This design comes from an exercise in tuning for small area, a short achievable clock period and few clock cycles on the open sky130 flow, not from production work.
The RTL was checked by simulation tests, not by an equivalence proof against the original design.
No activity file was given, so power comes from the tool's default toggle rates.

<file path="flow/design.v">
module bpce (
    input  wire        clk,
    input  wire        rst,
    input  wire        cmd_valid,
    output wire        cmd_ready,
    input  wire [31:0] cmd_data,
    output wire        rsp_valid,
    input  wire        rsp_ready,
    output wire [31:0] rsp_data,
    output wire        mem_en,
    output wire        mem_we,
    output wire [11:0] mem_addr,
    output wire [31:0] mem_wdata,
    input  wire [31:0] mem_rdata
);
    localparam [1:0] K_SPAN = 2'd0, K_NSPAN = 2'd1, K_OVF = 2'd2, K_NONE = 2'd3;
    localparam [3:0]
        S_IDLE  = 4'd0,    
        S_W1    = 4'd1,    
        S_DRAIN = 4'd2,    
        S_LOAD  = 4'd3,    
        S_LEND  = 4'd4,    
        S_LDEC  = 4'd5,    
        S_SINIT = 4'd6,    
        S_SRCH  = 4'd7,    
        S_PACK  = 4'd8,    
        S_GDIV  = 4'd9,    
        S_GADDR = 4'd10,   
        S_ELEM  = 4'd11,   
        S_RSP   = 4'd12,   
        S_DEC   = 4'd13;   
    reg [3:0]  st;
    reg [3:0]  st_nx;
    reg        in_pack;      
    reg        in_elem;      
    reg        cmd_ready_r;
    reg        mem_en_r, mem_we_r;
    reg [11:0] mem_addr_r;
    reg [31:0] mem_wdata_r;
    reg        rsp_valid_r;
    reg [31:0] rq0, rq1;
    reg        rl0, rl1;
    reg        rfull;
    assign cmd_ready = cmd_ready_r;
    assign rsp_valid = rsp_valid_r;
    assign rsp_data  = rq0;
    assign mem_en    = mem_en_r;
    assign mem_we    = mem_we_r;
    assign mem_addr  = mem_addr_r;
    assign mem_wdata = mem_wdata_r;
    reg [2:0]  op_r;         
    reg        w0ok;         
    reg        w1nz;         
    reg        w1hi;         
    reg        cok;          
    reg [1:0]  hdr;          
    reg [1:0]  kind;
    reg [10:0] n_r;          
    reg [5:0]  kg;           
    reg [5:0]  pp;           
    reg [10:0] li;           
    localparam [11:0] HBASE = 12'h7E0;
    reg [3:0]  hl [0:30];
    reg [30:0] hv;
    reg [2:0]  fst;          
    reg [4:0]  fb;           
    reg        fvh;          
    reg [5:0]  sp, spA, spB, spC;
    reg [4:0]  si;           
    reg [10:0] cntA;
    reg        vA, vB, vC, okC;
    reg [16:0] ncB, costC, best_cost;
    reg [5:0]  best_p;
    reg [31:0] q0, q1, q2, q3;
    reg [2:0]  qcnt;
    reg [5:0]  bo;
    reg [11:0] rd_addr;      
    reg        d1, v2, d2;
    reg [5:0]  ew;
    reg        emode;        
    reg [10:0] eleft;        
    reg        ors;          
    reg        mrs;          
    reg        nd2;          
    reg        np_r;         
    reg        ovq0;         
    reg  [5:0] bo_nx, ew_nx;
    reg [10:0] dq;
    reg [3:0]  dcnt;
    reg [31:0] part_m, part_o;
    reg [5:0]  cnt_m, cnt_o;
    reg [10:0] wp, opw;
    reg [10:0] ecnt;
    reg        ovph;
    integer b;
    function [5:0] bits_needed;
        input [31:0] v;
        integer j;
        begin
            bits_needed = 6'd1;
            for (j = 0; j < 32; j = j + 1)
                if (v[j]) bits_needed = j[5:0] + 6'd1;
        end
    endfunction
    wire        cmd_fire = cmd_valid && cmd_ready_r;
    wire        rsp_fire = rsp_valid_r && rsp_ready;
    wire        rroom    = !rfull;
    wire        is_v3    = (kind == K_OVF);
    wire        is_v2    = (kind == K_NSPAN);
    wire [5:0]  kp       = pp + 6'd1;
    reg  [5:0]  mw;          
    reg         gdir;        
    reg  [3:0]  epw_d;       
    reg         epw_p2;
    reg  [2:0]  epw_sh;
    always @(*) begin
        epw_p2 = 1'b1; epw_sh = 3'd0; epw_d = 4'd1;
        case (kg)
            6'd1:  epw_sh = 3'd5;
            6'd2:  epw_sh = 3'd4;
            6'd3:  begin epw_p2 = 1'b0; epw_d = 4'd10; end
            6'd4:  epw_sh = 3'd3;
            6'd5:  begin epw_p2 = 1'b0; epw_d = 4'd6; end
            6'd6:  begin epw_p2 = 1'b0; epw_d = 4'd5; end
            6'd7, 6'd8: epw_sh = 3'd2;
            6'd9, 6'd10: begin epw_p2 = 1'b0; epw_d = 4'd3; end
            6'd11, 6'd12, 6'd13, 6'd14, 6'd15, 6'd16: epw_sh = 3'd1;
            default: epw_sh = 3'd0;
        endcase
    end
    wire        d_legal = w0ok && !((op_r == 3'd3 || op_r == 3'd5) && w1nz);
    wire        d_none  = (kind == K_NONE);
    wire        d_oob   = w1hi || (dq >= n_r);    
    wire        d_get   = d_legal && !d_none && (op_r == 3'd4) && !d_oob;
    wire        d_gfast = d_get && !(is_v2 && !epw_p2);
    wire        d_dcmp  = d_legal && !d_none && (op_r == 3'd3);
    wire [2:0]  d_stat  = (op_r == 3'd2) ? (cok ? 3'd0 : !w0ok ? 3'd5 : d_none ? 3'd4 : 3'd3) :
                          !d_legal ? 3'd5 :
                          (d_none && op_r != 3'd1) ? 3'd4 :
                          (op_r == 3'd1) ? ((w1hi || dq > 11'd2) ? 3'd2 : 3'd0) :
                          (op_r == 3'd4) ? (d_oob ? 3'd1 : 3'd0) : 3'd0;
    reg  [10:0] ma;
    reg  [5:0]  mb;
    wire [16:0] mul_p = ma * mb;
    wire [10:0] g_q = epw_p2 ? (dq >> epw_sh) : dq;
    reg         l_last;      
    reg         d_last;      
    wire [10:0] g_m = ~(11'h7FF << epw_sh);
    wire [63:0] win64  = {q1, q0} >> bo[4:0];
    wire [31:0] win    = win64[31:0];
    wire [31:0] wmask  = (ew[5]) ? 32'hFFFFFFFF : ~(32'hFFFFFFFF << ew[4:0]);
    wire [31:0] field  = win & wmask;
    wire        flag   = is_v3 && !emode && !pp[5] && win[pp[4:0]];
    wire [31:0] pmask  = ~(32'hFFFFFFFF << pp[4:0]);
    wire [6:0]  bo_w   = {1'b0, bo} + {1'b0, ew};
    wire        need2  = nd2;
    wire        e_have = (qcnt >= (need2 ? 3'd2 : 3'd1));
    wire        e_act  = in_elem && !ors && !mrs && (eleft != 11'd0);
    wire        e_skip = e_act && bo[5] && (qcnt != 3'd0);
    wire        e_rdy  = e_act && !bo[5] && e_have;
    wire        e_fire = e_rdy && (hdr == 2'd0) && rroom;
    wire        e_out  = e_fire && !flag;
    wire        e_flag = e_fire && flag;
    wire [6:0]  bo_2w  = bo_w + {1'b0, ew};
    wire [6:0]  bo_adv = is_v2 ? ((bo_2w > 7'd32) ? 7'd32 : bo_w) : bo_w;
    wire        e_pop  = e_skip || (e_fire && !emode && np_r);
    wire        e_last = (eleft == 11'd1);
    wire [31:0] pk_v    = q0;
    wire        pk_over = ovq0;
    wire        ov_rd   = is_v3 && !pp[5] && ((mem_rdata & ~pmask) != 32'd0);
    wire        ov_q1   = is_v3 && !pp[5] && ((q1 & ~pmask) != 32'd0);
    wire [31:0] pk_slot = pk_over ? ((32'd1 << pp[4:0]) | {21'd0, ecnt}) : pk_v;
    wire        pk_act  = in_pack;
    wire        pk_fm   = pk_act && cnt_m[5];                      
    wire        pk_ov   = pk_act && !pk_fm && ovph;                
    wire        pk_mn   = pk_act && !pk_fm && !ovph && (eleft != 11'd0) && (qcnt != 3'd0);
    wire        pk_end  = pk_act && !pk_fm && !ovph && (eleft == 11'd0);
    wire        pk_efm  = pk_end && (cnt_m != 6'd0);
    wire        pk_efo  = pk_end && (cnt_m == 6'd0) && (cnt_o != 6'd0);
    wire        pk_done = pk_end && (cnt_m == 6'd0) && (cnt_o == 6'd0);
    wire [31:0] sh_in   = pk_ov ? pk_v : pk_slot;
    wire [4:0]  sh_amt  = pk_ov ? cnt_o[4:0] : cnt_m[4:0];
    wire [31:0] sh_base = pk_ov ? part_o : part_m;
    wire [63:0] sh_out  = {32'd0, sh_base} | ({32'd0, sh_in} << sh_amt);
    wire [6:0]  pk_nc   = pk_ov ? ({1'b0, cnt_o} + {1'b0, kg}) : ({1'b0, cnt_m} + {1'b0, mw});
    wire        pk_v2f  = is_v2 && ((pk_nc + {1'b0, kg}) > 7'd32);    
    wire        pk_cw   = (pk_ov || pk_mn) && (pk_nc[6] || pk_nc[5] || (!pk_ov && pk_v2f));
    wire        pk_wr   = pk_fm || pk_efm || pk_efo || pk_cw;
    wire        pk_pop  = pk_ov || (pk_mn && !pk_over);
    wire        r_mode  = in_elem || in_pack || (st == S_SINIT) || (st == S_SRCH) ||
                          (!is_v3 && ((st == S_LEND) || (st == S_LDEC)));
    wire        q_push  = v2 && !d2;
    wire        q_pop   = e_pop || pk_pop || sA_go;
    wire        v1      = mem_en_r && !mem_we_r && !d1;
    wire [3:0]  q_occ   = {1'b0, qcnt} + {3'd0, q_push} + {3'd0, v1};
    wire        q_room  = (q_occ < 4'd4) || ((q_occ == 4'd4) && e_pop);
    wire        r_issue = r_mode && !pk_wr && q_room && !ors && !mrs &&
                          !(in_elem && (eleft == 11'd0));
    reg         s_go;
    reg  [11:0] s_addr;
    reg  [5:0]  s_bo;
    wire [15:0] g_pos   = is_v2 ? {g_q, mul_p[4:0]} : mul_p[15:0];
    wire [15:0] o_pos   = mul_p[15:0];
    wire [5:0]  ld_bn   = bits_needed(cmd_data);
    reg  [5:0]  bn_r;        
    reg         ldv2;
    wire [4:0]  h_sel   = bn_r[4:0] - 5'd1;
    wire [3:0]  h_rd    = hl[h_sel];
    wire [4:0]  s_sel   = si;
    wire        h_inc   = ldv2 && is_v3 && !bn_r[5];
    wire [10:0] sA_hi   = hv[s_sel] ? q0[10:0] : 11'd0;
    wire [10:0] sA_cnt  = sA_hi + {7'd0, hl[s_sel]};
    wire        sA_want = (st == S_SRCH) && (sp < kg);
    wire        sA_go   = sA_want && (qcnt != 3'd0);
    reg         f_any;
    reg  [4:0]  f_bin;
    integer     fi;
    always @(*) begin
        f_any = 1'b0;
        f_bin = 5'd0;
        for (fi = 30; fi >= 0; fi = fi - 1)
            if (hl[fi][3]) begin
                f_any = 1'b1;
                f_bin = fi[4:0];
            end
    end
    wire [2:0]  f_lo    = hl[f_bin][2:0];
    wire        f_go    = (fst == 3'd0) && f_any && ((st == S_LOAD) || (st == S_LEND));
    wire [16:0] sC_cost = ncB + costC;
    wire [11:0] sB_lim  = (spB >= 6'd11) ? 12'hFFF : (12'd1 << spB);
    wire        sB_ok   = ({1'b0, ma} <= sB_lim);
    reg         p_go;
    reg  [31:0] p_word;
    reg         p_last;
    always @(posedge clk) begin
        begin
            mem_en_r <= 1'b0;
            mem_we_r <= 1'b0;
            p_go     = 1'b0;
            st_nx    = st;
            bo_nx    = bo;
            ew_nx    = ew;
            p_word   = 32'd0;
            p_last   = 1'b0;
            s_go     = 1'b0;
            s_addr   = 12'd0;
            s_bo     = 6'd0;
            if (hdr != 2'd0 && rroom && st != S_DEC) begin
                p_go   = 1'b1;
                p_word = (op_r == 3'd5) ? ((hdr == 2'd2) ? {15'd0, {1'b0, wp} + {1'b0, opw}, 5'd0} : 32'd0)
                                        : {21'd0, n_r};
                p_last = (hdr == 2'd1) && (eleft == 11'd0);
                hdr    <= hdr - 2'd1;
            end
            if (e_out) begin
                p_go   = 1'b1;
                p_word = field;
                p_last = e_last;
            end
            v2 <= mem_en_r && !mem_we_r;
            d2 <= d1;
            begin : qupd
                reg [2:0] cpop;
                cpop = qcnt - {2'd0, q_pop};
                if (q_pop) begin
                    q0 <= q1; q1 <= q2; q2 <= q3;
                end
                if (q_push && cpop == 3'd0)
                    ovq0 <= ov_rd;
                else if (q_pop)
                    ovq0 <= ov_q1;
                if (q_push) begin
                    case (cpop)
                        3'd0: q0 <= mem_rdata;
                        3'd1: q1 <= mem_rdata;
                        3'd2: q2 <= mem_rdata;
                        default: q3 <= mem_rdata;
                    endcase
                end
                qcnt <= cpop + {2'd0, q_push};
            end
            if (r_issue) begin
                mem_en_r   <= 1'b1;
                mem_addr_r <= rd_addr + 12'd1;
                rd_addr    <= rd_addr + 12'd1;
                d1         <= 1'b0;
            end
            bn_r <= ld_bn;
            ldv2 <= 1'b0;
            if (ldv2 && bn_r > kg)
                kg <= bn_r;
            if (st == S_LOAD && cok && li == 11'd0)
                kg <= 6'd1;
            if (h_inc)
                hl[h_sel] <= {h_rd[3] && !(f_go && f_bin == h_sel), h_rd[2:0]} + 4'd1;
            if (f_go && !(h_inc && f_bin == h_sel))
                hl[f_bin] <= {1'b0, f_lo};
            if (f_go)
                hv[f_bin] <= 1'b1;
            if (e_fire) begin
                eleft <= eleft - (e_flag ? 11'd0 : 11'd1);
                if (e_flag) begin
                    ma   <= field[10:0] & pmask[10:0];
                    mb   <= kg;
                    ors  <= 1'b1;
                end
                if (!emode)
                    bo_nx = bo_adv[6] ? 6'd32 : {1'b0, bo_adv[4:0]};
            end
            if (e_skip)
                bo_nx = bo - 6'd32;
            if (pk_wr) begin
                mem_en_r <= 1'b1;
                mem_we_r <= 1'b1;
                if (pk_fm || pk_efm) begin
                    mem_addr_r  <= {1'b0, wp};
                    mem_wdata_r <= part_m;
                    wp          <= wp + 11'd1;
                    cnt_m       <= 6'd0;
                    part_m      <= 32'd0;
                end else if (pk_efo) begin
                    mem_addr_r  <= 12'h800 + {1'b0, opw};
                    mem_wdata_r <= part_o;
                    opw         <= opw + 11'd1;
                    cnt_o       <= 6'd0;
                end else begin
                    mem_addr_r  <= pk_ov ? (12'h800 + {1'b0, opw}) : {1'b0, wp};
                    mem_wdata_r <= sh_out[31:0];
                    if (pk_ov) opw <= opw + 11'd1;
                    else       wp  <= wp + 11'd1;
                end
            end
            if (pk_ov) begin
                ovph  <= 1'b0;
                ecnt  <= ecnt + 11'd1;
                eleft <= eleft - 11'd1;
                if (pk_cw) begin
                    part_o <= sh_out[63:32];
                    cnt_o  <= pk_nc[5:0] - 6'd32;
                end else begin
                    part_o <= sh_out[31:0];
                    cnt_o  <= pk_nc[5:0];
                end
            end
            if (pk_mn) begin
                if (pk_over) ovph <= 1'b1;
                else         eleft <= eleft - 11'd1;
                if (is_v2) begin
                    part_m <= pk_cw ? 32'd0 : sh_out[31:0];
                    cnt_m  <= pk_cw ? 6'd0 : pk_nc[5:0];
                end else if (pk_cw) begin
                    part_m <= sh_out[63:32];
                    cnt_m  <= pk_nc[5:0] - 6'd32;
                end else begin
                    part_m <= sh_out[31:0];
                    cnt_m  <= pk_nc[5:0];
                end
            end
            if (pk_done) begin
                p_go   = 1'b1;
                p_last = 1'b1;
                st_nx     = S_RSP;
            end
            case (st)
                S_IDLE: if (cmd_fire) begin
                    op_r  <= (cmd_data[31:24] >= 8'd1 && cmd_data[31:24] <= 8'd5) ? cmd_data[26:24] : 3'd0;
                    w0ok  <= (cmd_data[31:24] >= 8'd1 && cmd_data[31:24] <= 8'd5) && (cmd_data[23:0] == 24'd0);
                    st_nx    = S_W1;
                end
                S_W1: begin
                    dq          <= cmd_data[10:0];
                    rq1         <= cmd_data;
                    w1nz        <= (cmd_data != 32'd0);
                    w1hi        <= (cmd_data[31:11] != 21'd0);
                    ma          <= is_v2 ? {6'd0, cmd_data[4:0] & g_m[4:0]} : cmd_data[10:0];
                    mb          <= mw;
                    cok         <= w0ok && (kind != K_NONE) && (cmd_data <= 32'd1024);
                    li          <= 11'd0;
                    l_last      <= (cmd_data[10:0] == 11'd1);
                    d_last      <= (cmd_data == 32'd1);
                    dcnt        <= 4'd0;
                    rd_addr     <= is_v3 ? 12'hBFF : 12'hFFF;
                    if (op_r == 3'd3 || (op_r == 3'd4 && gdir)) begin
                        ew_nx  = mw;
                        emode  <= 1'b0;
                        s_go   = 1'b1;
                        s_addr = (op_r == 3'd3) ? 12'd0 : {1'b0, cmd_data[10:0]};
                        s_bo   = 6'd0;
                    end
                    if (op_r == 3'd2) begin
                        for (b = 0; b < 31; b = b + 1)
                            hl[b] <= 4'd0;
                        hv <= 31'd0;
                    end
                    if (cmd_fire) begin
                        st_nx          = (op_r == 3'd2) ? S_LOAD : S_DEC;
                    end
                end
                S_DEC: begin
                    hdr   <= 2'd0;
                    eleft <= 11'd0;
                    st_nx    = S_RSP;
                    p_go   = 1'b1;
                    p_word = {29'd0, d_stat};
                    p_last = 1'b1;
                    if (op_r == 3'd2) begin
                        if (cok) begin
                            n_r    <= 11'd0;
                            wp     <= 11'd0;
                            opw    <= 11'd0;
                        end
                    end else if (d_legal && !(d_none && op_r != 3'd1)) begin
                        case (op_r)
                            3'd1: begin
                                if (d_stat == 3'd0) begin
                                    kind   <= dq[1:0];
                                    n_r    <= 11'd0;
                                    wp     <= 11'd0;
                            opw    <= 11'd0;
                                end
                            end
                            3'd3: begin
                                hdr    <= 2'd1;
                                eleft  <= n_r;
                                p_last = 1'b0;
                                if (n_r != 11'd0)
                                    st_nx = S_ELEM;
                            end
                            3'd4: begin
                                if (!d_oob) begin
                                    eleft  <= 11'd1;
                                    p_last = 1'b0;
                                    if (gdir) begin
                                        st_nx     = S_ELEM;
                                    end else if (d_gfast) begin
                                        st_nx     = S_ELEM;
                                        ew_nx     = mw;
                                        emode  <= 1'b0;
                                        s_go   = 1'b1;
                                        s_addr = g_pos[15:5];
                                        s_bo   = {1'b0, g_pos[4:0]};
                                    end else begin
                                        st_nx = S_GDIV;
                                    end
                                end
                            end
                            default: begin  
                                hdr    <= 2'd2;
                                p_last = 1'b0;
                            end
                        endcase
                    end
                end
                S_LOAD: if (!w1nz) begin
                    st_nx = S_DEC;
                end else if (!cok) begin
                    if (cmd_fire) begin
                        rq1         <= rq1 - 32'd1;
                        d_last      <= (rq1 == 32'd2);
                        if (d_last)
                            st_nx = S_DEC;
                    end
                end else begin
                    mem_addr_r  <= is_v3 ? (12'hC00 + {1'b0, li}) : {1'b0, li};
                    mem_wdata_r <= cmd_data;
                    if (cmd_fire) begin
                        mem_en_r <= 1'b1;
                        mem_we_r <= 1'b1;
                        ldv2     <= 1'b1;
                        li       <= li + 11'd1;
                        l_last   <= (li + 11'd2 == dq);
                        if (l_last)
                            st_nx = S_LEND;
                    end
                end
                S_LEND: begin
                    n_r <= li;
                    if (!ldv2 && fst == 3'd0 && !f_any)
                        st_nx = S_LDEC;
                end
                S_LDEC: begin
                    wp     <= 11'd0;
                    opw    <= 11'd0;
                    ecnt   <= 11'd0;
                    cnt_m  <= 6'd0;
                    cnt_o  <= 6'd0;
                    part_m <= 32'd0;
                    part_o <= 32'd0;
                    ovph   <= 1'b0;
                    eleft  <= n_r;
                    ma   <= n_r;
                    mb   <= kg;
                    mw   <= kg;
                    gdir <= (is_v2 && kg > 6'd16) || (kind == K_SPAN && kg == 6'd32);
                    if (is_v3) begin
                        rd_addr <= HBASE - 12'd1;
                        st_nx      = S_SINIT;
                    end else if ((is_v2 && kg > 6'd16) || (!is_v2 && kg == 6'd32)) begin
                        wp     <= n_r;
                        p_go   = 1'b1;
                        p_last = 1'b1;
                        st_nx     = S_RSP;
                    end else begin
                        st_nx = S_PACK;
                    end
                end
                S_SINIT: begin
                    best_cost <= mul_p;
                    best_p    <= kg;
                    sp        <= 6'd1;
                    si        <= 5'd0;
                    ncB       <= {6'd0, n_r};
                    vA        <= 1'b0;
                    vB        <= 1'b0;
                    vC        <= 1'b0;
                    st_nx        = S_SRCH;
                end
                S_SRCH: begin
                    vA <= sA_go;
                    if (sA_go) begin
                        cntA <= sA_cnt;
                        spA  <= sp;
                        sp   <= sp + 6'd1;
                        si   <= si + 5'd1;
                    end
                    vB <= vA;
                    if (vA) begin
                        ma   <= ma - cntA;
                        spB  <= spA;
                    end
                    vC    <= vB;
                    costC <= mul_p;
                    if (vB)
                        ncB <= ncB + {6'd0, n_r};
                    okC   <= sB_ok;
                    spC   <= spB;
                    if (vC && okC && sC_cost < best_cost) begin
                        best_cost <= sC_cost;
                        best_p    <= spC;
                    end
                    if (!sA_want && !vA && !vB && !vC) begin
                        pp      <= best_p;
                        mw      <= best_p + 6'd1;
                        st_nx      = S_PACK;
                        rd_addr <= 12'hBFF;
                        qcnt    <= 3'd0;
                        d1      <= 1'b1;
                        d2      <= 1'b1;
                    end
                end
                S_GDIV: begin
                    begin : gdiv
                        reg [4:0] r2;
                        r2 = {ma[3:0], dq[10]};
                        if (r2 >= {1'b0, epw_d}) begin
                            ma <= {7'd0, r2[3:0] - epw_d};
                            dq <= {dq[9:0], 1'b1};
                        end else begin
                            ma <= {7'd0, r2[3:0]};
                            dq <= {dq[9:0], 1'b0};
                        end
                    end
                    dcnt <= dcnt + 4'd1;
                    if (dcnt == 4'd10) st_nx = S_GADDR;
                end
                S_GADDR: begin
                    st_nx     = S_ELEM;
                    ew_nx     = mw;
                    emode  <= 1'b0;
                    s_go   = 1'b1;
                    s_addr = g_pos[15:5];
                    s_bo   = {1'b0, g_pos[4:0]};
                end
                S_ELEM: begin
                    if (ors) begin
                        ors    <= 1'b0;
                        ew_nx     = kg;
                        emode  <= 1'b1;
                        s_go   = 1'b1;
                        s_addr = 12'h800 + {1'b0, o_pos[15:5]};
                        s_bo   = {1'b0, o_pos[4:0]};
                    end else if (mrs) begin
                        mrs    <= 1'b0;
                        ew_nx     = kp;
                        emode  <= 1'b0;
                        s_go   = 1'b1;
                        s_addr = {1'b0, o_pos[15:5]};
                        s_bo   = {1'b0, o_pos[4:0]};
                    end else if (e_out && emode && !e_last) begin
                        mrs    <= 1'b1;
                        ma     <= n_r - eleft + 11'd1;
                        mb     <= mw;
                    end
                    if (e_out && e_last)
                        st_nx = S_RSP;
                end
                default: ;
            endcase
            case (fst)
                3'd0: if (f_go) begin
                    fb  <= f_bin;
                    fvh <= hv[f_bin];
                    fst <= 3'd1;
                end
                3'd1: begin
                    d1          <= 1'b1;
                    mem_en_r    <= 1'b1;
                    mem_we_r    <= !fvh;
                    mem_addr_r  <= HBASE + {7'd0, fb};
                    mem_wdata_r <= 32'd8;
                    fst         <= fvh ? 3'd2 : 3'd0;
                end
                3'd2: fst <= 3'd3;
                3'd3: begin
                    ma  <= mem_rdata[10:0];
                    fst <= 3'd4;
                end
                default: begin
                    mem_en_r    <= 1'b1;
                    mem_we_r    <= 1'b1;
                    mem_addr_r  <= HBASE + {7'd0, fb};
                    mem_wdata_r <= {21'd0, ma + 11'd8};
                    fst         <= 3'd0;
                end
            endcase
            if (st == S_LOAD) begin
                if (!w1nz)
                    cmd_ready_r <= 1'b0;
                else if (!cok)
                    cmd_ready_r <= !(cmd_fire && d_last);
                else if (cmd_fire && l_last)
                    cmd_ready_r <= 1'b0;
                else if (f_go || fst == 3'd3)
                    cmd_ready_r <= 1'b0;
                else
                    cmd_ready_r <= !f_any;
            end
            if (s_go) begin
                qcnt       <= 3'd0;
                bo_nx         = s_bo;
                d2         <= 1'b1;
                mem_en_r   <= 1'b1;
                mem_we_r   <= 1'b0;
                mem_addr_r <= s_addr;
                rd_addr    <= s_addr;
                d1         <= 1'b0;
            end
            if (st == S_W1)
                qcnt <= 3'd0;
            bo  <= bo_nx;
            ew  <= ew_nx;
            begin : nxt
                reg [5:0] bo_st;
                bo_st = e_skip ? (bo - 6'd32) :
                        (e_fire && !emode) ? (bo_adv[6] ? 6'd32 : {1'b0, bo_adv[4:0]}) : bo;
                nd2  <= ({1'b0, bo_st} + {1'b0, ew}) > 7'd32;
                np_r <= is_v2 ? (({1'b0, bo_st} + {1'b0, ew} + {1'b0, ew}) > 7'd32)
                              : (({1'b0, bo_st} + {1'b0, ew}) > 7'd31);
            end
            begin : rq
                reg pop;
                pop = rsp_fire;
                if (pop && rl0) begin
                    cmd_ready_r <= 1'b1;
                    st_nx       = S_IDLE;
                end
                if (pop) begin
                    if (rfull) begin
                        rq0 <= rq1;
                        rl0 <= rl1;
                        if (p_go) begin
                            rq1 <= p_word;
                            rl1 <= p_last;
                        end else begin
                            rfull <= 1'b0;
                        end
                    end else if (p_go) begin
                        rq0 <= p_word;
                        rl0 <= p_last;
                    end else begin
                        rsp_valid_r <= 1'b0;
                    end
                end else if (p_go) begin
                    if (rsp_valid_r) begin
                        rq1   <= p_word;
                        rl1   <= p_last;
                        rfull <= 1'b1;
                    end else begin
                        rq0         <= p_word;
                        rl0         <= p_last;
                        rsp_valid_r <= 1'b1;
                    end
                end
            end
        end
        if (st == S_W1 && cmd_fire)
            cmd_ready_r <= (op_r == 3'd2) && (cmd_data != 32'd0);
        st      <= st_nx;
        in_pack <= (st_nx == S_PACK);
        in_elem <= (st_nx == S_ELEM);
        if (rst) begin
            st          <= S_IDLE;
            in_pack     <= 1'b0;
            in_elem     <= 1'b0;
            cmd_ready_r <= 1'b1;
            rsp_valid_r <= 1'b0;
            rfull       <= 1'b0;
            mem_en_r    <= 1'b0;
            mem_we_r    <= 1'b0;
            kind        <= K_NONE;
            ldv2        <= 1'b0;
            v2          <= 1'b0;
            d1          <= 1'b0;
            d2          <= 1'b0;
            qcnt        <= 3'd0;
            ors         <= 1'b0;
            mrs         <= 1'b0;
            gdir        <= 1'b0;
            hdr         <= 2'd0;
            fst         <= 3'd0;
            bo          <= 6'd0;
            ew          <= 6'd1;
        end
    end
endmodule
</file>
<file path="flow/flow/run.sh">
#!/bin/bash
# Layout flow: the standard flow (standard.sh, all steps), except that the
# input and output port buffers are sky130_fd_sc_hd__buf_2 cells instead of the
# default delay buffers.  Every port still gets its own buffer.
# The full output of the flow goes to standard.log in this folder.
set -o pipefail
export BUFFER_PORTS_ARGS="-buffer_cell sky130_fd_sc_hd__buf_2"
bash standard.sh > standard.log 2>&1
</file>
<file path="flow/standard.sh">
#!/bin/bash
# synth_recipe.tcl (not shown) runs the flow's synth.tcl, then flattens the netlist and writes it again
# the make line also repeats each setting of config.mk as NAME=value (left out here)
make -C /OpenROAD-flow-scripts/flow DESIGN_CONFIG=/design/flow/config.mk WORK_HOME=/design/flow/orfs CLKGATE_MAP_FILE= SYNTH_SCRIPT=/design/flow/synth_recipe.tcl "${@:-finish}"
</file>
<file path="flow/config.mk">
export PLATFORM = sky130hd
export DESIGN_NAME = bpce
export DESIGN_NICKNAME = bpce
export VERILOG_FILES = /design/flow/design.v
export SDC_FILE = /design/flow/constraint.sdc
export NUM_CORES = 4
export LEC_CHECK = 0
export CAP_MARGIN = 30
export CORE_MARGIN = 2
export CORE_UTILIZATION = 55
export CTS_CLUSTER_DIAMETER = 100
export CTS_CLUSTER_SIZE = 20
export PLACE_DENSITY = 0.7
export SLEW_MARGIN = 45
</file>
<file path="flow/constraint.sdc">
create_clock -name core_clock -period 25.0 [get_ports {clk}]
set_input_delay 5.0000 -clock core_clock [delete_from_list [all_inputs] [get_ports {clk}]]
set_output_delay 5.0000 -clock core_clock [all_outputs]
set_load 0.01 [all_outputs]
</file>
==> results of run 1 <==
[worst min-delay path by stage]
| stage | slack (ps) | end | start |
|---|---|---|---|
| 2_1_floorplan | 400 | spB[0] | spA[0] |
| 3_3_place_gp | 400 | spB[5] | spA[5] |
| 3_5_place_dp | 410 | spB[1] | spA[1] |
| 4_1_cts | 430 | spB[4] | spA[4] |
| 5_1_grt | 430 | spB[0] | spA[0] |
| 6_report | 430 | spB[4] | spA[4] |
[final cells by class]
class | count | share of cell area, %
Inverter | 248 | 1.572
Clock buffer | 75 | 2.270
Timing Repair Buffer | 284 | 3.051
Clock inverter | 11 | 0.3001
Antenna cell | 2 | 0.008453
Tap cell | 1298 | 2.743
Sequential cell | 781 | 30.43
Multi-Input combinational cell | 4964 | 59.63
[layer usage]
layer,vias up,global-route usage [%],share of wire [%]
met5,-,0,0.020
met4,8,25.55,7.4
met3,720,8.721,11
met2,3229,62.31,43
met1,25359,54.40,39
li1,23459,-,-
[logic make-up after synthesis]
kind of cell,after synthesis,synth area share (%)
adder cells (fa/ha/maj),298,7.422
AND/OR/NAND/NOR,2106,17.13
multiplexers,584,14.25
flip-flops,781,32.43
XOR/XNOR,218,3.440
buffers and inverters,687,4.788
AO/OA/AOI/OAI,1758,20.54
[synth_stat cells (15+ instances only)]
library cell	number
sky130_fd_sc_hd__or3_1	36
sky130_fd_sc_hd__buf_2	30
sky130_fd_sc_hd__edfxtp_1	236
sky130_fd_sc_hd__a21oi_1	509
sky130_fd_sc_hd__a211o_1	19
sky130_fd_sc_hd__o21ai_0	340
sky130_fd_sc_hd__nand3_1	143
sky130_fd_sc_hd__nor2b_1	63
sky130_fd_sc_hd__a21boi_0	19
sky130_fd_sc_hd__nand2_1	634
sky130_fd_sc_hd__nor3_1	131
sky130_fd_sc_hd__and3_1	43
sky130_fd_sc_hd__buf_1	48
sky130_fd_sc_hd__nor3b_1	17
sky130_fd_sc_hd__a222oi_1	27
sky130_fd_sc_hd__mux4_2	156
sky130_fd_sc_hd__o22ai_1	108
sky130_fd_sc_hd__or4_1	22
sky130_fd_sc_hd__xnor2_1	129
sky130_fd_sc_hd__nor4_1	50
sky130_fd_sc_hd__nor2_1	741
sky130_fd_sc_hd__ha_1	246
sky130_fd_sc_hd__dfxtp_1	545
sky130_fd_sc_hd__o211ai_1	46
sky130_fd_sc_hd__a211oi_1	135
sky130_fd_sc_hd__o221ai_1	47
sky130_fd_sc_hd__xor2_1	89
sky130_fd_sc_hd__or2_2	15
sky130_fd_sc_hd__nand4_1	48
sky130_fd_sc_hd__o21a_1	35
sky130_fd_sc_hd__a21o_1	78
sky130_fd_sc_hd__clkbuf_1	350
sky130_fd_sc_hd__inv_1	235
sky130_fd_sc_hd__a22o_1	34
sky130_fd_sc_hd__fa_1	52
sky130_fd_sc_hd__o21bai_1	34
sky130_fd_sc_hd__mux2_2	90
sky130_fd_sc_hd__and2_1	74
sky130_fd_sc_hd__mux2i_1	337
sky130_fd_sc_hd__a31oi_1	43
sky130_fd_sc_hd__a22oi_1	42
sky130_fd_sc_hd__a221oi_1	45
sky130_fd_sc_hd__o31ai_1	39
sky130_fd_sc_hd__nand2b_1	55
[per-stage QoR]
stage / setup slack, ps / instance area, sq um
floorplan: 16760 / 55500
global placement: 17480 / 57380
detailed placement: 17440 / 57600
CTS: 18190 / 59120
global route: 17800 / 59200
finish: 18060 / 59210
[power by group through the flow]
stage          clock network (mW)  registers [mW]  logic (mW)
6_report                    0.885            2.14        3.27
5_1_grt                     0.931            2.15        3.51
4_1_cts                     0.889            2.10        3.16
3_5_place_dp                    0            2.13        3.15
3_3_place_gp                    0            2.13        3.10
2_1_floorplan                   0            1.88        2.16
==> notes.md, run 1 <==
- The cell depth of the worst flop-to-flop path is 17.
- Once layout is complete, the utilization of the core stands at roughly three fifths.
- The number of library cell types mapped by synthesis is 87.
- The mapped netlist covers roughly 0.055 sq mm.
- The total area of multi-input combinational cells is 0.03531 sq mm.
- The final number of hold-violating endpoints is 0.
- For the pin with the worst max-slew slack, the measured transition is 860.1 ps.
- After detailed routing, the number of remaining DRC violations is 0.
- The initial antenna violation count is 7.
- Overall power consumption after layout is estimated at about 6.3 mW.
- The area added between synthesis and finish is 6.684%.
- The critical path endpoint is rq1[23].
- Combinational logic is responsible for 51.9% of the overall power.
- The clock skew after layout is 50.24 ps.
- The classification of the worst-slack hold path is flip-flop to flip-flop.
- The number of placed instances with taps included is between 7k and 8k.
- The total congestion overflow after global routing is 0.
- Measured along the y axis, the die boundary spans 321.7 um.
- The number of setup buffers added after CTS is 0.
- In the final design database the tool counted between 6k and 7k nets.
- TritonCTS built the clock tree.
- The core region is between 0.1 and 0.15 sq mm.
- For this run, the number of Yosys warnings is 1.
- The number of global-route vias before repair is between 40k and 50k.
- 148 I/O pins were placed.
- The logic depth of the worst setup path including buffers is 11.
- The clock-pin slew on the worst setup and hold paths is 90 ps.
- The number of hold buffers added after CTS was 0.
- Hold timing on the final database bottoms out at a slack of 429.0 ps.
- Walking the worst path, the cells encountered are buf_2, and2_1, nand3b_1, nor4_1, buf_4, nand4_1, or4_1, a21o_1, a222oi_1, inv_1, mux2_2.
- For flop-to-flop paths, the worst setup slack is ~18000 ps.
- Adding up every negative setup slack in the final design gives 0 ps.
- Global routing consumed, over all layers together, between 40% and 50% of the routing resources.
- The clock sink count is 781.
- The horizontal die dimension is 321.7 um.
- In the synthesized netlist the async set-or-reset flop fraction comes to 0%.
- The critical path capture point type is a flip-flop.
- By area the synthesized netlist is led by sky130_fd_sc_hd__dfxtp_1, sky130_fd_sc_hd__edfxtp_1, sky130_fd_sc_hd__mux4_2.
- The required time at the worst-slack endpoint is 25620 ps.
- The share of the Yosys chip area taken by registers is 32.43%.
- The post-route netlist has 11.08% of its cells at a drive strength greater than 1.
- The cell at the root of the clock tree is sky130_fd_sc_hd__clkbuf_16.
- The timing startpoint of the critical path is cmd_valid.
- The fmax is 144.1 MHz.
- The detailed router placed 52.78k vias in this run.
- The cell internal power dissipation is 3.271 mW.
- In this run the mean area of a mapped cell was 8.629 sq um.
- The area fraction of the dominant cell type after synthesis is 19.66%.
- Setup repair after global routing left no endpoint under its margin.
- In this run the static leakage power is 22.75 nW.
- The max-slew violation total from the final report was 0.
- The clock latency at the later pin of the worst-skew pair is 740 ps.
- The worst path arrival time is 7560 ps.
- The area of the die is between 0.1 and 0.15 sq mm.
- The number of buffers inserted by port buffering is 147.
- The number of filler cells placed in the layout is 8930.
- The switching part of the total power is 48.04%.
- The power per cell area is approximately 110 mW/mm^2.
- Buffers inserted during clock tree synthesis total 48.
- The storage element area is 0.01801 sq mm.
- The peak fanout along the critical path is 7.
- Summed over all nets, the switching power comes to 3.024 mW.
- After synthesis the netlist holds a flip-flop and latch count of 781.
- The initial utilization of the core area, before any placement, comes to 55.50%.
- The worst-case headroom to the max-slew limit is a little over two fifths.
- The number of DRC violations after detailed-routing iteration 0 is a little under 7k.
- Summed over all layers, the routed wires come to about 220 mm.
- Leaving out fill and tap cells, the most frequent cells in the layout are sky130_fd_sc_hd__nor2_1, sky130_fd_sc_hd__nand2_1, sky130_fd_sc_hd__dfxtp_1.
- The flow ran to the end and the layout has no timing, DRC or antenna violations.
- At the end of routability-driven placement, the weighted congestion stood at 1.045.
- The number of cells traversed by the worst hold path is 0.
- After layout, the minimum clock period comes to 6942 ps.
- The synthesized net count is just under 7k.
- The worst register-to-register path ends at ovq0.
- The number of flops mapped to enable cells by yosys is 236.
- Before antenna repair, the detailed router went through 9 iterations.
- The detailed-route wire length per cell is 28.60 um.
- The cell count after synthesis is roughly 6.4k.
- Setup violations remaining at the end of the flow were counted as 0.
- The dominant synthesized flop cell is sky130_fd_sc_hd__dfxtp_1.
- The first-pass GRT wire length is 323.5 mm.
- For this run, the slowest stage of the critical path takes 480 ps.
- The worst-case IR drop observed on VDD is 89.41 uV.
- The finished layout holds 7663 standard cells, fillers aside.
- The antenna violation net count after detailed routing is 0.
- The startpoint identified for the worst register-to-register timing path is eleft[4].
- The worst setup path is launched from an input port.
- The share of total power in the clock network is 14.1%.
- The worst setup path is of the input port to flip-flop kind.
- The flip-flop count of the largest register, all copies and words added is around 130.
- The library cell used most frequently in the layout, excluding fill and tap cells, is sky130_fd_sc_hd__nor2_1.
- Together, buffers and inverters on the worst path number 3.
- The biggest area contributor in the post-synthesis netlist is sky130_fd_sc_hd__dfxtp_1.
- hl holds more flip-flops than any other register.
- The HPWL after detailed placement is between 150 and 200 mm.
- The row count is 116.
- The final critical-path share of the clock period is approximately 28%.
- Max-cap violations in this run came to 0.
- The cell family contributing the most delay on the critical path is simple AND/OR/NAND/NOR gates.
- The number of levels the H-tree was split into is 2.
- For this design, the slowest cell found on the critical path is sky130_fd_sc_hd__or4_1.
- Using the TritonRoute via totals, the vias-per-cell ratio works out to 6.887.
- Per report_power, the sequential group accounts for 34.0% of the total.
- The quantity of gates resized following cts is 0.
- The longest clock path from root to sink contains 3 buffers.
- The largest net degree at the start of global routing is 100.
Testbench counts, summed over its fixed seeds: cycles 54,709.
==> inputs of run 2 (changes only) <==
--- a/flow/design.v
+++ b/flow/design.v
@@ -651,10 +651,23 @@
             ew  <= ew_nx;
             begin : nxt
-                reg [5:0] bo_st;
-                bo_st = e_skip ? (bo - 6'd32) :
-                        (e_fire && !emode) ? (bo_adv[6] ? 6'd32 : {1'b0, bo_adv[4:0]}) : bo;
-                nd2  <= ({1'b0, bo_st} + {1'b0, ew}) > 7'd32;
-                np_r <= is_v2 ? (({1'b0, bo_st} + {1'b0, ew} + {1'b0, ew}) > 7'd32)
-                              : (({1'b0, bo_st} + {1'b0, ew}) > 7'd31);
+                reg [7:0] s0, t0, u0;
+                s0 = {2'd0, bo} + {2'd0, ew};
+                t0 = s0 + {2'd0, ew};
+                u0 = t0 + {2'd0, ew};
+                if (e_skip) begin
+                    nd2  <= s0 > 8'd64;
+                    np_r <= s0 > 8'd63;
+                end else if (e_fire && !emode) begin
+                    if (is_v2) begin
+                        nd2  <= 1'b0;
+                        np_r <= (t0 > 8'd32) ? ({ew, 1'b0} > 7'd32) : (u0 > 8'd32);
+                    end else begin
+                        nd2  <= s0[7:5] != 3'd0 ? (t0 > 8'd64) : (t0 > 8'd32);
+                        np_r <= s0[7:5] != 3'd0 ? (t0 > 8'd63) : (t0 > 8'd31);
+                    end
+                end else begin
+                    nd2  <= s0 > 8'd32;
+                    np_r <= is_v2 ? (t0 > 8'd32) : (s0 > 8'd31);
+                end
             end
             begin : rq
@@ -697,6 +710,11 @@
             cmd_ready_r <= (op_r == 3'd2) && (cmd_data != 32'd0);
         st      <= st_nx;
-        in_pack <= (st_nx == S_PACK);
-        in_elem <= (st_nx == S_ELEM);
+        in_elem <= (in_elem && !(e_out && e_last)) || (st == S_GADDR) ||
+                   ((st == S_DEC) && d_legal && !d_none &&
+                    (((op_r == 3'd3) && (n_r != 11'd0)) ||
+                     ((op_r == 3'd4) && !d_oob && (gdir || d_gfast))));
+        in_pack <= (in_pack && !pk_done) ||
+                   ((st == S_LDEC) && !is_v3 && !((is_v2 && kg > 6'd16) || (!is_v2 && kg == 6'd32))) ||
+                   ((st == S_SRCH) && !sA_want && !vA && !vB && !vC);
         if (rst) begin
             st          <= S_IDLE;
==> notes.md, run 2 <==
- The cell count after synthesis is 6472 (was 6432).
- Largest cells by area after synthesis: sky130_fd_sc_hd__dfxtp_1, sky130_fd_sc_hd__edfxtp_1, sky130_fd_sc_hd__mux4_2 (unchanged).
- The register ranked first by flip-flop count was hl (unchanged).
- The ratio of routed vias to standard cells is 6.930 (was 6.887).
- The measured slew at the worst slew-check pin is 924.8 ps (was 860.1 ps).
- The number of levels the H-tree was split into is 2 (unchanged).
- The die extent in y was 322.8 um (was 321.7 um).
- The post-layout instance area is 0.05952 sq mm (was 0.05921 sq mm).
- The area added between synthesis and finish is 6.492% (was 6.684%).
- The kind of critical path is input port to flip-flop (unchanged).
- The number of vias in the routed layout is 53.63k (was 52.78k).
- The share of synthesized cell area in full adder, half adder and majority cells is 7.191% (was 7.422%).
- Unrepaired setup endpoints after global routing: no (unchanged).
- The most frequent cell on the critical path is sky130_fd_sc_hd__nand2_1.
- The number of endpoints failing setup at the final stage is 0 (unchanged).
- The mean cell area of the mapped netlist was 8.636 sq um (was 8.629 sq um).
- The sum of negative setup slack is 0 ps (unchanged).
- The first-pass GRT wire length is 328.7 mm (was 323.5 mm).
- The number of DRC violations after detailed-routing iteration 0 is 6966 (was 6839).
- The largest net degree at the start of global routing is 95 (was 100).
- The commonest non-fill, non-tap cell in the layout is sky130_fd_sc_hd__nor2_1 (unchanged).
- The post-detailed-placement half-perimeter wirelength is 166.8 mm (was 162.5 mm).
- The minimum setup slack after placement was 17120 ps (was 17440 ps).
- The worst-case headroom to the max-slew limit came to 37.82% (was 42.52%).
- The required time at the worst-slack endpoint is 25610 ps (was 25620 ps).
- The synthesized net count was 6829 (was 6798).
- The worst path arrival time is 7750 ps (was 7560 ps).
- The detailed-route wire length per cell is 29.07 um (was 28.60 um).
- The critical path startpoint category is an input port (unchanged).
- The largest delay contributor family on the critical path is simple AND/OR/NAND/NOR gates (unchanged).
- The leakage component of the power is 22.96 nW (was 22.75 nW).
- The number of global-route vias before repair is 49.49k (was 49.53k).
- The power per cell area is 120.9 mW/mm^2 (was 106.3 mW/mm^2).
- The net count reported at finish was 6700 (was 6693).
- The final weighted congestion of routability-driven global placement is 1.046 (was 1.045).
- The quantity of hold-fixing buffers added after cts is 0 (unchanged).
- The area after detailed placement was 0.05791 sq mm (was 0.05760 sq mm).
- Top library cells by usage in the layout, fill and taps aside: sky130_fd_sc_hd__nor2_1, sky130_fd_sc_hd__nand2_1, sky130_fd_sc_hd__dfxtp_1 (unchanged).
- The peak supply drop came to 179.3 uV (was 89.41 uV).
- The core region area is 0.1004 sq mm (was 0.1000 sq mm).
- The share of the synthesized netlist area taken by xor and xnor gates came to 3.400% (was 3.440%).
- The simple-gate portion of the synthesized area is 17.14% (was 17.13%).
- The area fraction in compound gates after synthesis is 20.72% (was 20.54%).
- The final critical-path share of the clock period came to 28.56% (was 27.77%).
- The number of buffers inserted by port buffering came to 147 (unchanged).
- The initial antenna violation count is 24 (was 7).
- The combinational family with the most area after synthesis is compound AO/OA/AOI/OAI gates (unchanged).
- The detailed-routing iteration count for the pre-antenna-repair pass came to 9 (unchanged).
- The clock-pin slew on the worst setup and hold paths was 90 ps (about the same).
- The multiplexer area fraction after synthesis is 14.31% (was 14.25%).
- The quantity of gates resized following cts is 0 (unchanged).
- The logic gate share of total power came to 57.0% (was 51.9%).
- The share of total power in the clock network is 12.3% (was 14.1%).
- The cell depth of the worst flop-to-flop path is 20 (was 17).
- The number of filler cells placed in the layout is 9102 (was 8930).
- The starting density of the core is 55.65% (was 55.50%).
- The number of DRC violations after detailed routing was 0 (unchanged).
- The area fraction of the dominant cell type after synthesis was 19.52% (was 19.66%).
- The critical path buffer and inverter count came to 1 (was 3).
- The area of the die is 0.1042 sq mm (was 0.1035 sq mm).
- The shortest period the worst path allows is 7141 ps (was 6942 ps).
- The number of flops mapped to enable cells by yosys is 236 (unchanged).
- The switching power is 3.572 mW (was 3.024 mW).
- The flip-flop count of the largest register, all copies and words added was 128 (unchanged).
- The cell at the root of the clock tree was sky130_fd_sc_hd__clkbuf_16 (unchanged).
- The wire length reported by the detailed router came to 225.0 mm (was 219.2 mm).
- The clock latency at the later pin of the worst-skew pair came to 730 ps (was 740 ps).
- The fraction of final layout cells sized beyond drive strength 1 is 11.55% (was 11.08%).
- The number of library cell types mapped by synthesis was 95 (was 87).
- The clock skew after layout came to 66.06 ps (was 50.24 ps).
- The clock sink count is 781 (unchanged).
- The horizontal die dimension was 322.8 um (was 321.7 um).
- The peak fanout along the critical path is 7 (unchanged).
- The max-slew violation total from the final report was 0 (unchanged).
- The classification of the worst-slack hold path is flip-flop to flip-flop (unchanged).
- The max-capacitance violation count is 0 (unchanged).
- The antenna violation net count after detailed routing is 0 (unchanged).
- The number of cells traversed by the worst hold path is 2 (was 0).
- The post-route non-filler standard cell count was 7739 (was 7663).
- The final number of hold-violating endpoints came to 0 (unchanged).
- CP cell instances: buf_2, nand2_1, nor3b_2, nand2_1, nor4_1, and3_1, nand2_1, or3_1, a21o_1, a222oi_1, mux2i_1 (was buf_2, and2_1, nand3b_1, nor4_1, buf_4, nand4_1, or4_1, a21o_1, a222oi_1, inv_1, mux2_2).
- The total clock buffers created by CTS is 48 (unchanged).
- The share of power burned in registers is 30.8% (was 34.0%).
- The sequential element share of the synthesized area is 32.20% (was 32.43%).
- The slowest stage cell on the critical path was sky130_fd_sc_hd__nor3b_2 (was sky130_fd_sc_hd__or4_1).
- Outcome: finished clean (unchanged).
- The most repeated cell in the gate-level netlist after synthesis is sky130_fd_sc_hd__nor2_1 (unchanged).
- The critical path capture point type is a flip-flop (unchanged).
- The final setup slack of the worst path was 17860 ps (was 18060 ps).
- The synthesis-stage register bit count came to 781 (unchanged).
- The fmax is 140.0 MHz (was 144.1 MHz).
- The area of the mapped netlist came to 0.05589 sq mm (was 0.05550 sq mm).
- The dominant synthesized flop cell was sky130_fd_sc_hd__dfxtp_1 (unchanged).
- The fraction of registers with async set or reset after synthesis is 0% (unchanged).
- The global-route total usage across every layer is 42.16% (was 41.38%).
- The number of buffers added for setup after CTS is 0 (unchanged).
- The number of warnings reported in the yosys synthesis log is 1 (unchanged).
- The cell type with the largest total area after synthesis is sky130_fd_sc_hd__dfxtp_1 (unchanged).
- The row count is 116 (unchanged).
- The number of top-level pins is 148 (unchanged).
- The maximum number of buffers from clock root to sink is 3 (unchanged).
- The switching part of the total power is 49.64% (was 48.04%).
- The total congestion overflow after global routing is 0 (unchanged).
- The number of placed instances with taps included is 7647 (was 7574).
- The logic depth of the worst setup path including buffers is 11 (unchanged).
- Commonest cells in the synthesized netlist: sky130_fd_sc_hd__nor2_1, sky130_fd_sc_hd__nand2_1, sky130_fd_sc_hd__dfxtp_1 (unchanged).
- The cell internal power dissipation is 3.624 mW (was 3.271 mW).
- The CTS tree is done (unchanged).
- The largest stage delay on the critical path is 510 ps (was 480 ps).
## run 2: final timing paths
check,startpoint,to,slack (ps)
worst min-delay path,part_o[13],part_o[13],470
worst min register to register,part_o[13],part_o[13],470
worst max register to register,kg[2],ovq0,19030
worst max-delay path,cmd_valid,rq1[28],17860
## run 2: area by class of cell
cell class                 instances  area (sq um)  area share, %
multi-input combinational       4976         35500          59.65
sequential                       781         18010          30.26
timing repair buffer             286          1854          3.115
tap                             1357          1698          2.853
clock buffer                      74          1329          2.232
inverter                         250         938.4          1.577
clock inverter                    12         178.9         0.3006
antenna                            3         7.507        0.01261
## run 2: power groups by stage
stage                     Combinational, mW  Sequential (mW)  Clock, mW
after floorplan                        2.74             1.94          0
after global placement                 3.87             2.20          0
after CTS                              3.97             2.18      0.886
after global routing                   4.41             2.22      0.924
final                                  4.10             2.21      0.881
after detailed placement               3.93             2.20          0
## run 2: cell families after synthesis
| logic type | after synthesis |
|---|---|
| simple gates | 2093 |
| compound gates | 1789 |
| flops | 781 |
| buf+inv | 715 |
| mux | 586 |
| fa+ha+maj | 291 |
| xor+xnor | 217 |
## run 2: layer usage
layer / track usage (%) / part of all wire (%)
met1: 56.65 / 40
met2: 61.64 / 42
met3: 11.25 / 12
met4: 23.07 / 6.4
met5: 0 / 0.061
## run 2: worst register-to-register path: stages (launching register included)
cell and delay [ps]:
sky130_fd_sc_hd__dfxtp_1 760, sky130_fd_sc_hd__inv_1 250, sky130_fd_sc_hd__ha_1 340, sky130_fd_sc_hd__a21o_1 160, sky130_fd_sc_hd__a21o_1 170, sky130_fd_sc_hd__a21o_1 180, sky130_fd_sc_hd__a21oi_1 230, sky130_fd_sc_hd__nor3b_2 200
sky130_fd_sc_hd__buf_4 280, sky130_fd_sc_hd__or3_4 630, sky130_fd_sc_hd__ha_1 280, sky130_fd_sc_hd__ha_1 160, sky130_fd_sc_hd__xor2_1 350, sky130_fd_sc_hd__nor2_1 140, sky130_fd_sc_hd__nand3_2 100, sky130_fd_sc_hd__buf_4 550
sky130_fd_sc_hd__nand3b_1 180, sky130_fd_sc_hd__nor3_1 190, sky130_fd_sc_hd__nand4_1 120, sky130_fd_sc_hd__o21ai_0 310, sky130_fd_sc_hd__nor2_1 90
## run 2: stage by stage
step	power, mW	util (%)	hold WS, ps
floorplan	4.684	-	400.3
global placement	6.072	57.37	456.5
detailed placement	6.135	57.66	460.4
CTS	7.035	59.16	473.5
global route	7.552	59.25	491.3
finish	7.196	59.26	473.3
Testbench counts of run 2, summed over its fixed seeds: cycles 54,709.
==> inputs of run 3 (changes only) <==
--- a/flow/design.v
+++ b/flow/design.v
@@ -145,5 +145,6 @@
     wire [10:0] g_q = epw_p2 ? (dq >> epw_sh) : dq;
     reg         l_last;      
-    reg         d_last;      
+    reg         dfr;         
+    wire        d_last  = dfr ? (rq1 == 32'd2) : (rq1 == 32'd1);    
     wire [10:0] g_m = ~(11'h7FF << epw_sh);
     wire [63:0] win64  = {q1, q0} >> bo[4:0];
@@ -366,5 +367,4 @@
                     op_r  <= (cmd_data[31:24] >= 8'd1 && cmd_data[31:24] <= 8'd5) ? cmd_data[26:24] : 3'd0;
                     w0ok  <= (cmd_data[31:24] >= 8'd1 && cmd_data[31:24] <= 8'd5) && (cmd_data[23:0] == 24'd0);
-                    st_nx    = S_W1;
                 end
                 S_W1: begin
@@ -378,5 +378,5 @@
                     li          <= 11'd0;
                     l_last      <= (cmd_data[10:0] == 11'd1);
-                    d_last      <= (cmd_data == 32'd1);
+                    dfr         <= 1'b0;
                     dcnt        <= 4'd0;
                     rd_addr     <= is_v3 ? 12'hBFF : 12'hFFF;
@@ -393,7 +393,4 @@
                         hv <= 31'd0;
                     end
-                    if (cmd_fire) begin
-                        st_nx          = (op_r == 3'd2) ? S_LOAD : S_DEC;
-                    end
                 end
                 S_DEC: begin
@@ -455,10 +452,7 @@
                     st_nx = S_DEC;
                 end else if (!cok) begin
-                    if (cmd_fire) begin
-                        rq1         <= rq1 - 32'd1;
-                        d_last      <= (rq1 == 32'd2);
-                        if (d_last)
-                            st_nx = S_DEC;
-                    end
+                    dfr <= cmd_fire;
+                    if (dfr)
+                        rq1 <= rq1 - 32'd1;
                 end else begin
                     mem_addr_r  <= is_v3 ? (12'hC00 + {1'b0, li}) : {1'b0, li};
@@ -470,6 +464,4 @@
                         li       <= li + 11'd1;
                         l_last   <= (li + 11'd2 == dq);
-                        if (l_last)
-                            st_nx = S_LEND;
                     end
                 end
@@ -709,4 +701,12 @@
         if (st == S_W1 && cmd_fire)
             cmd_ready_r <= (op_r == 3'd2) && (cmd_data != 32'd0);
+        if (cmd_fire) begin
+            if (st == S_IDLE)
+                st_nx = S_W1;
+            else if (st == S_W1)
+                st_nx = (op_r == 3'd2) ? S_LOAD : S_DEC;
+            else if (st == S_LOAD && w1nz && (cok ? l_last : d_last))
+                st_nx = cok ? S_LEND : S_DEC;
+        end
         st      <= st_nx;
         in_elem <= (in_elem && !(e_out && e_last)) || (st == S_GADDR) ||
==> notes.md, run 3 <==
- Outcome: finished clean (unchanged).
- The share of synthesized cell area in full adder, half adder and majority cells is 7.241% (was 7.191%).
- The clock sink count was 781 (unchanged).
- The peak supply drop is 396.1 uV (was 179.3 uV).
- The area fraction in compound gates after synthesis came to 20.36% (was 20.72%).
- The most frequent cell on the critical path is sky130_fd_sc_hd__a21o_1 (was sky130_fd_sc_hd__nand2_1).
- The cell at the root of the clock tree is sky130_fd_sc_hd__clkbuf_16 (unchanged).
- The horizontal die dimension is 321.8 um (was 322.8 um).
- The number of global-route vias before repair came to 49.61k (was 49.49k).
- The critical path buffer and inverter count is 4 (was 1).
- The simple-gate portion of the synthesized area came to 17.62% (was 17.14%).
- The number of library cell types mapped by synthesis came to 100 (was 95).
- The number of filler cells placed in the layout is 9110 (was 9102).
- The most repeated cell in the gate-level netlist after synthesis is sky130_fd_sc_hd__nor2_1 (unchanged).
- The number of DRC violations after detailed routing is 0 (unchanged).
- The measured slew at the worst slew-check pin is 954.1 ps (was 924.8 ps).
- The fmax came to 151.8 MHz (was 140.0 MHz).
- The combinational family with the most area after synthesis is compound AO/OA/AOI/OAI gates (unchanged).
- The quantity of hold-fixing buffers added after cts is 0 (unchanged).
- The slack of the worst reg-to-reg path is 18410 ps (was 19030 ps).
- The clock latency at the later pin of the worst-skew pair came to 710 ps (was 730 ps).
- The first-pass GRT wire length came to 336.0 mm (was 328.7 mm).
- The dominant synthesized flop cell is sky130_fd_sc_hd__dfxtp_1 (unchanged).
- The number of warnings reported in the yosys synthesis log is 1 (unchanged).
- The number of endpoints failing setup at the final stage is 0 (unchanged).
- The kind of critical path is flip-flop to flip-flop (was input port to flip-flop).
- The cell count after synthesis is 6475 (was 6472).
- The power per cell area is 133.1 mW/mm^2 (was 120.9 mW/mm^2).
- The slowest stage cell on the critical path is sky130_fd_sc_hd__dfxtp_1 (was sky130_fd_sc_hd__nor3b_2).
- The number of DRC violations after detailed-routing iteration 0 is 8606 (was 6966).
- The row count came to 116 (unchanged).
- The area added between synthesis and finish came to 6.054% (was 6.492%).
- The sequential element share of the synthesized area came to 32.41% (was 32.20%).
- The fraction of final layout cells sized beyond drive strength 1 was 11.33% (was 11.55%).
- The flip-flop count of the largest register, all copies and words added is 128 (unchanged).
- The worst-case headroom to the max-slew limit is 36.16% (was 37.82%).
- The max-capacitance violation count came to 0 (unchanged).
- The post-route non-filler standard cell count is 7681 (was 7739).
- The global-route total usage across every layer is 43.68% (was 42.16%).
- The share of the synthesized netlist area taken by xor and xnor gates is 3.454% (was 3.400%).
- The CTS tree is done (unchanged).
- The total clock buffers created by CTS is 46 (was 48).
- The critical path capture point type is a flip-flop (unchanged).
- The number of levels the H-tree was split into is 2 (unchanged).
- The mean cell area of the mapped netlist came to 8.577 sq um (was 8.636 sq um).
- The sum of negative setup slack was 0 ps (unchanged).
- The number of buffers added for setup after CTS is 0 (unchanged).
- The detailed-routing iteration count for the pre-antenna-repair pass is 7 (was 9).
- The number of buffers inserted by port buffering came to 147 (unchanged).
- Commonest cells in the synthesized netlist: sky130_fd_sc_hd__nor2_1, sky130_fd_sc_hd__nand2_1, sky130_fd_sc_hd__dfxtp_1 (unchanged).
- The number of vias in the routed layout was 53.82k (was 53.63k).
- The final weighted congestion of routability-driven global placement was 1.054 (was 1.046).
- The initial antenna violation count is 15 (was 24).
- The detailed-route wire length per cell is 30.21 um (was 29.07 um).
- The leakage component of the power came to 22.70 nW (was 22.96 nW).
- The maximum number of buffers from clock root to sink was 3 (unchanged).
- The critical path startpoint category is a flip-flop (was input port).
- Unrepaired setup endpoints after global routing: no (unchanged).
- The shortest period the worst path allows is 6586 ps (was 7141 ps).
- The ratio of routed vias to standard cells came to 7.006 (was 6.930).
- The synthesis-stage register bit count is 781 (unchanged).
- The number of flops mapped to enable cells by yosys is 236 (unchanged).
- The required time at the worst-slack endpoint is 25430 ps (was 25610 ps).
- The starting density of the core is 55.45% (was 55.65%).
- The fraction of registers with async set or reset after synthesis is 0% (unchanged).
- The classification of the worst-slack hold path is flip-flop to flip-flop (unchanged).
- The clock-pin slew on the worst setup and hold paths is 100 ps (was 90 ps).
- The largest delay contributor family on the critical path was simple AND/OR/NAND/NOR gates (unchanged).
- The multiplexer area fraction after synthesis is 13.99% (was 14.31%).
- The cell type with the largest total area after synthesis is sky130_fd_sc_hd__dfxtp_1 (unchanged).
- The area of the mapped netlist is 0.05554 sq mm (was 0.05589 sq mm).
- The largest stage delay on the critical path is 710 ps (was 510 ps).
- Top library cells by usage in the layout, fill and taps aside: sky130_fd_sc_hd__nor2_1, sky130_fd_sc_hd__nand2_1, sky130_fd_sc_hd__dfxtp_1 (unchanged).
- The largest net degree at the start of global routing is 109 (was 95).
- The max-slew violation total from the final report was 0 (unchanged).
- The final critical-path share of the clock period is 26.34% (was 28.56%).
- The area fraction of the dominant cell type after synthesis is 19.65% (was 19.52%).
- CP cell instances: inv_1, ha_1, a21o_1, a21o_1, a21o_1, a21o_1, a21oi_1, nor3b_2, buf_4, or3_4, ha_1, ha_1, xor2_1, nor2_1, nand3_2, buf_4, buf_12, or4_1, a2111o_1, a221o_1, nor4b_1 (was buf_2, nand2_1, nor3b_2, nand2_1, nor4_1, and3_1, nand2_1, or3_1, a21o_1, a222oi_1, mux2i_1).
- The antenna violation net count after detailed routing came to 0 (unchanged).
- The final number of hold-violating endpoints is 0 (unchanged).
- The core region area was 0.1001 sq mm (was 0.1004 sq mm).
- The quantity of gates resized following cts came to 0 (unchanged).
- The clock skew after layout was 42.77 ps (was 66.06 ps).
- The synthesized net count is 6833 (was 6829).
- The commonest non-fill, non-tap cell in the layout is sky130_fd_sc_hd__nor2_1 (unchanged).
- The number of top-level pins was 148 (unchanged).
- The peak fanout along the critical path is 41 (was 7).
- The total congestion overflow after global routing came to 0 (unchanged).
- The number of placed instances with taps included came to 7589 (was 7647).
- The post-detailed-placement half-perimeter wirelength is 174.2 mm (was 166.8 mm).
- The worst path arrival time is 7010 ps (was 7750 ps).
- The net count reported at finish is 6699 (was 6700).
- The area of the die is 0.1035 sq mm (was 0.1042 sq mm).
- The wire length reported by the detailed router is 232.0 mm (was 225.0 mm).
- Largest cells by area after synthesis: sky130_fd_sc_hd__dfxtp_1, sky130_fd_sc_hd__edfxtp_1, sky130_fd_sc_hd__mux4_2 (unchanged).
- The die extent in y came to 321.8 um (was 322.8 um).
- The register ranked first by flip-flop count is hl (unchanged).
## run 3: cell count changes after synthesis, sizes merged, moves of 13 or more
cell,previous run,this run
a21boi,28,15
a21oi,485,522
a221oi,31,57
a222oi,49,13
and3,40,56
clkbuf,367,351
mux2i,344,308
nand2,658,679
nor2,681,750
o22ai,101,74
o31ai,49,23
or3,50,35
## run 3: layer usage
layer  vias to the layer above  part of all wire [%]  GRT usage, %
met5                         -                 0.054             0
met4                        20                   8.1         29.25
met3                       827                    12         11.09
met2                      3743                    42         64.93
met1                     25782                    37         56.02
li1                      23444                     -             -
## run 3: worst register-to-register path, delay by kind of cell, from the launching register on
family	cells	cell delay (ps)
fa+ha+maj	3	830
compound gates	7	1560
flops	1	710
xor+xnor	1	110
buf+inv	4	1130
simple gates	6	1980
## run 3: power breakdown
part | switching, mW | internal [mW]
Clock | 0.481 | 0.366
Sequential | 0.501 | 1.72
Combinational | 3.11 | 1.66
Total | 4.09 | 3.75
## run 3: cells by family after synthesis
kind of cell,Yosys count
AND/OR/NAND/NOR,2172
AO/OA/AOI/OAI,1761
flip-flops,781
buffers and inverters,691
multiplexers,560
adder cells (fa/ha/maj),291
XOR/XNOR,219
## run 3: area by class of cell
cell class	count	area [sq um]	area share [%]
Clock buffer	72	1270	2.156
Sequential cell	781	18010	30.58
Antenna cell	9	22.52	0.03824
Timing Repair Buffer	269	1700	2.887
Multi-Input combinational cell	5003	35270	59.88
Tap cell	1298	1624	2.757
Clock inverter	9	103.9	0.1763
Inverter	240	900.9	1.530
## run 3: final timing paths
kind               start      to  depth (start not counted)
setup reg to reg   kg[1]    ovq0                         21
hold / removal    spA[5]  spB[5]                          0
hold reg to reg   spA[5]  spB[5]                          0
setup / recovery   kg[1]    ovq0                         21
## run 3: metrics by stage
step / power [mW] / hold slack (ps) / area, sq um / util [%] / setup WS [ps]
after global placement: 6.655 / 402.4 / 57170 / 57.09 / 17700
final: 7.837 / 425.4 / 58900 / 58.81 / 18410
after floorplan: 4.704 / 400.3 / 55540 / - / 16490
after CTS: 7.613 / 424.8 / 58790 / 58.70 / 18440
after detailed placement: 6.756 / 404.5 / 57410 / 57.33 / 17720
after global routing: 8.139 / 445.4 / 58880 / 58.79 / 18140
Testbench counts of run 3, summed over its fixed seeds: cycles 54,709.

separate check: timing with driven ports:
No port has a modelled driver above. Below, the same layouts with a new extraction and two added sets of constraints.
Step 1 (the two cells are an assumption about what drives the block):
set clk [get_ports {clk}]
set_driving_cell -lib_cell sky130_fd_sc_hd__clkbuf_16 $clk
set_driving_cell -lib_cell sky130_fd_sc_hd__buf_2 [delete_from_list [all_inputs] $clk]
Step 2 adds t to the input delays and takes it off the output delays; t is the mean of the earliest and latest rising clock arrival at the registers after step 1. Input paths then give back, and output paths get back, about the clock's delay inside the block.
a / b / c = no drivers / after step 1 / after step 2; a / b = the first two.
run | t, ns | setup WS [ns] | hold slack, ns | worst slew at a driven data input, ns
run 1 | 0.786 | 18.058 / 18.036 / 17.250 | 0.429 / 0.429 / 0.429 | 0.14
run 2 | 0.778 | 17.859 / 17.866 / 17.087 | 0.473 / 0.473 / 0.473 | 0.07
run 3 | 0.766 | 18.414 / 18.370 / 17.707 | 0.425 / 0.425 / 0.425 | 0.11
After both steps setup and hold are still met in every run listed. The setup slack of run 1, which loses most, moves by -0.022 ns with the drivers and by -0.808 ns with both steps.
